Context: an optimization exercise on an open-source flow, tuned for small area. The choices shown serve that exercise and are no tape-out recipe.
In this exercise RTL edits were held to simulation tests only and were not proved equivalent to the original.

## main
==> flow/design.v (excerpt) <==
module usbh_chan_ctl (
    input  wire        clk,
    input  wire        rst,
    input  wire        cmd_valid,
    input  wire [63:0] cmd_word,
    output wire        ready,
    output reg         rsp_valid,
    output reg  [4:0]  rsp_code,
    output reg  [31:0] rsp_data,
    output wire [31:0] rsp_aux,
    input  wire        pev_valid,
    input  wire [3:0]  pev_kind,
    input  wire [2:0]  pev_ch,
    input  wire [9:0]  pev_count,
    input  wire        pev_dtog,
    input  wire        pev_flag,
    input  wire [2:0]  bd_ch,
    output wire [31:0] bd_txbd,
    output wire [31:0] bd_rxbd,
    output wire        irq,
    output wire [4:0]  fault
);
Settings: LEC_CHECK=0, CAP_MARGIN=20, CORE_MARGIN=2, CORE_UTILIZATION=60, SLEW_MARGIN=20; clock period 10.0 ns.
standard.sh (not shown) runs the stock make flow with config.mk's settings and CLKGATE_MAP_FILE= SYNTH_SCRIPT=/design/flow/synth_recipe.tcl, a recipe that flattens the netlist after the stock synthesis.
==> flow/flow/run.sh <==
#!/bin/bash
# Own layout flow: the standard.sh (the standard ORFS flow and synthesis
# script) with these changes:
#  - synthesis maps the combinational logic with an area-oriented ABC script
#    (flow/abc.script) and leaves adders to ABC instead of mapping them to
#    half/full-adder cells first (ADDER_MAP_FILE empty); registers are mapped
#    before ABC exactly as in the standard synthesis;
#  - the descriptor read multiplexer (module usbh_chan_ctl_bdmux) is kept
#    apart through synthesis and then replaced by an AND-OR cell netlist
#    (flow/gen_synth.sh writes it) before the design is flattened;
#  - the port buffers use the smallest buffer cell;
#  - the clock tree is built from clkbuf_8 clusters of up to 18 sinks
#    (60 um across), without dummy loads.
# make's output goes to flow_make.log here; every step's full log stays under
# orfs/logs/.
set -euo pipefail
HERE=$(cd "$(dirname "${BASH_SOURCE[0]}")" && pwd)
WORK=$(pwd)
bash "$HERE/gen_synth.sh" "$HERE" "$WORK" "$WORK"
bash standard.sh \
  "SYNTH_SCRIPT=$WORK/own_synth.tcl" \
  "SYNTH_KEEP_MODULES=usbh_chan_ctl_bdmux" \
  "ADDER_MAP_FILE=" \
  "BUFFER_PORTS_ARGS=-buffer_cell sky130_fd_sc_hd__buf_1" \
  "CTS_ARGS=-sink_clustering_enable -repair_clock_nets -buf_list sky130_fd_sc_hd__clkbuf_8 -sink_clustering_size 18 -sink_clustering_max_diameter 60 -dont_use_dummy_load" \
  finish > "$WORK/flow_make.log" 2>&1
Other scripts of this flow, unchanged in this note and not shown: flow/flow/abc.script, flow/flow/gen_synth.sh
Modified inputs, the feature branch compared to main
--- a/flow/design.v
+++ b/flow/design.v
@@ -289,28 +289,27 @@
     wire w_tx    = run & ok & (op_progtx | (op_claim & !f_dir) | op_reconf);
     wire w_rx    = run & ((ok & (op_progrx | (op_claim & f_dir))) | rc_in);
     wire w_init  = run & (op_init | (op_claim & ok) | rc_in);
     wire w_cr    = run & op_crw;
     wire w_irq   = run & op_irq & ctr_any;
     wire w_setrx = run & op_setst & f_dir;
     wire w_settx = run & op_setst & !f_dir;
     wire w_clr0  = run & f_arg[0];
     wire w_clr1  = run & f_arg[1];
-    wire [13:0] av = (op_progrx | op_progtx) ? f_off[15:2] : {4'd0, add_a};
     reg [EW-1:0] ne;
     always @* begin
         ne = t;
         if (w_tx) begin
-            ne[E_TXA +: 14] = av;
+            ne[E_TXA +: 14] = op_progtx ? f_off[15:2] : {4'd0, add_a};
             ne[E_TXC +: 10] = op_progtx ? f_len[9:0] : 10'd0;
         end
         if (w_rx) begin
-            ne[E_RXA +: 14] = op_reconf ? 14'd16 : av;
+            ne[E_RXA +: 14] = op_progrx ? f_off[15:2] : (op_reconf ? 14'd16 : {4'd0, free4});
             ne[E_MLC +: 16] = {enc6, 10'd0};
         end else if (pk0)
             ne[E_MLC +: 10] = pev_count;
         if (w_init) begin
             ne[E_INIT]      = 1'b1;
             ne[E_TYPE +: 2] = claim_type;
             ne[E_DEV +: 7]  = f_dev;
         end
         if (w_setrx)    ne[E_SRX +: 2] = f_arg[1:0];
@@ -335,27 +334,33 @@
         ne[E_IUO] = (t_iuo & !pm_clear) | (run & ok & ((op_claim & !f_dir) | op_reconf));
         if (run & ((op_claim & f_dir & ok) | rc_in))           ne[E_HTI] = 1'b1;
         if (run & ok & ((op_claim & !f_dir) | op_reconf))      ne[E_HTO] = 1'b1;
         if (run & ok & op_drop & f_dir)                        ne[E_HTI] = 1'b0;
         if (run & ok & op_drop & !f_dir)                       ne[E_HTO] = 1'b0;
     end
     wire [31:0] istr_val = {2'b00, connected, 13'd0, ctr_any, istr_pmaovr, istr_err,
                             2'b00, istr_dcon, 5'd0, ctr_any & t[E_CRX], 1'b0,
                             ctr_any ? cnt : err_ch};
+    reg  [7:0]  ch_hot;
+    always @* begin
+        ch_hot = 8'd0;
+        ch_hot[cnt] = 1'b1;
+    end
     wire s_alloc  = op_alloc  & ok;
     wire s_claim  = op_claim  & ok;
     wire s_reconf = op_reconf & ok;
     wire s_crw    = op_crw    & ok;
     wire s_irq    = op_irq    & ok;
+    wire [8:0] size_sel = (op_reconf | f_dir) ? size_in : size_out;
     wire [31:0] d_data =
           ({32{s_alloc | s_claim}}     & {4'd0, free4, 18'd0})
-        | ({32{s_alloc | s_claim}}     & {21'd0, add_b, 2'd0})
-        | ({32{s_reconf}}              & {21'd0, size_in, 2'd0})
+        | ({32{s_alloc}}               & {21'd0, f_rlen[10:0]})
+        | ({32{s_claim | s_reconf}}    & {21'd0, size_sel, 2'd0})
         | ({32{s_reconf}}              & 32'h0040_0000)
         | ({32{op_enc & ok}}           & {16'd0, enc6, 10'd0})
         | ({32{op_dec & ok}}           & {21'd0, dec_val})
         | ({32{op_rxlen & ok}}         & {22'd0, t[E_MLC +: 10]})
         | ({32{op_crrd & ok}}          & cur)
         | ({32{op_canon & ok}}         & ((f_arg & 32'hF9FF_0F0F) | 32'h0600_8080))
         | ({32{s_crw}}                 & cr_w)
         | ({32{s_irq}}                 & istr_val);
     reg        a_crw, a_rc, a_bus, a_in, a_out;
Findings:
- Against main, routability-driven placement congestion ratio in the feature branch fell by a few percent.
- Clock buffer instance count of the final layout, the feature branch vs main: down by a few percent
- Overall routed net length: the feature branch > main
- main → the feature branch: share of the final layout cell area in multi-input gates held steady, fill cell total of the finished layout climbed 88, worst setup slack moved up.
- The feature branch vs. main: die area essentially unchanged, synthesized instance count held steady, met3 usage went down, global-route usage level.

port drivers added, routing unchanged:
No port has a modelled driver above. Below, the same layouts with a new extraction and two added sets of constraints. Step 1 sets driving cells, clkbuf_16 on the clock port and buf_2 on the other inputs (assumed; they add their load-dependent delay and slew). Step 2 adds t to the input delays and takes it off the output delays; t is the mean of the earliest and latest rising clock arrival at the registers after step 1. Input paths then give back, and output paths get back, about the clock's delay inside the block. a / b / c = no drivers / after step 1 / after step 2; a / b = the first two.
| run | shift t [ns] | slack for setup (ns) | hold slack, ns |
|---|---|---|---|
| main | 0.661 | 0.700 / 0.732 / 0.071 | 0.289 / 0.289 / 0.289 |
| the feature branch | 0.674 | 0.966 / 0.997 / 0.323 | 0.314 / 0.314 / 0.314 |
After both steps every run listed still meets setup and hold. The setup slack of the feature branch, which loses most, moves by +0.031 ns with the drivers and by -0.643 ns with both steps.
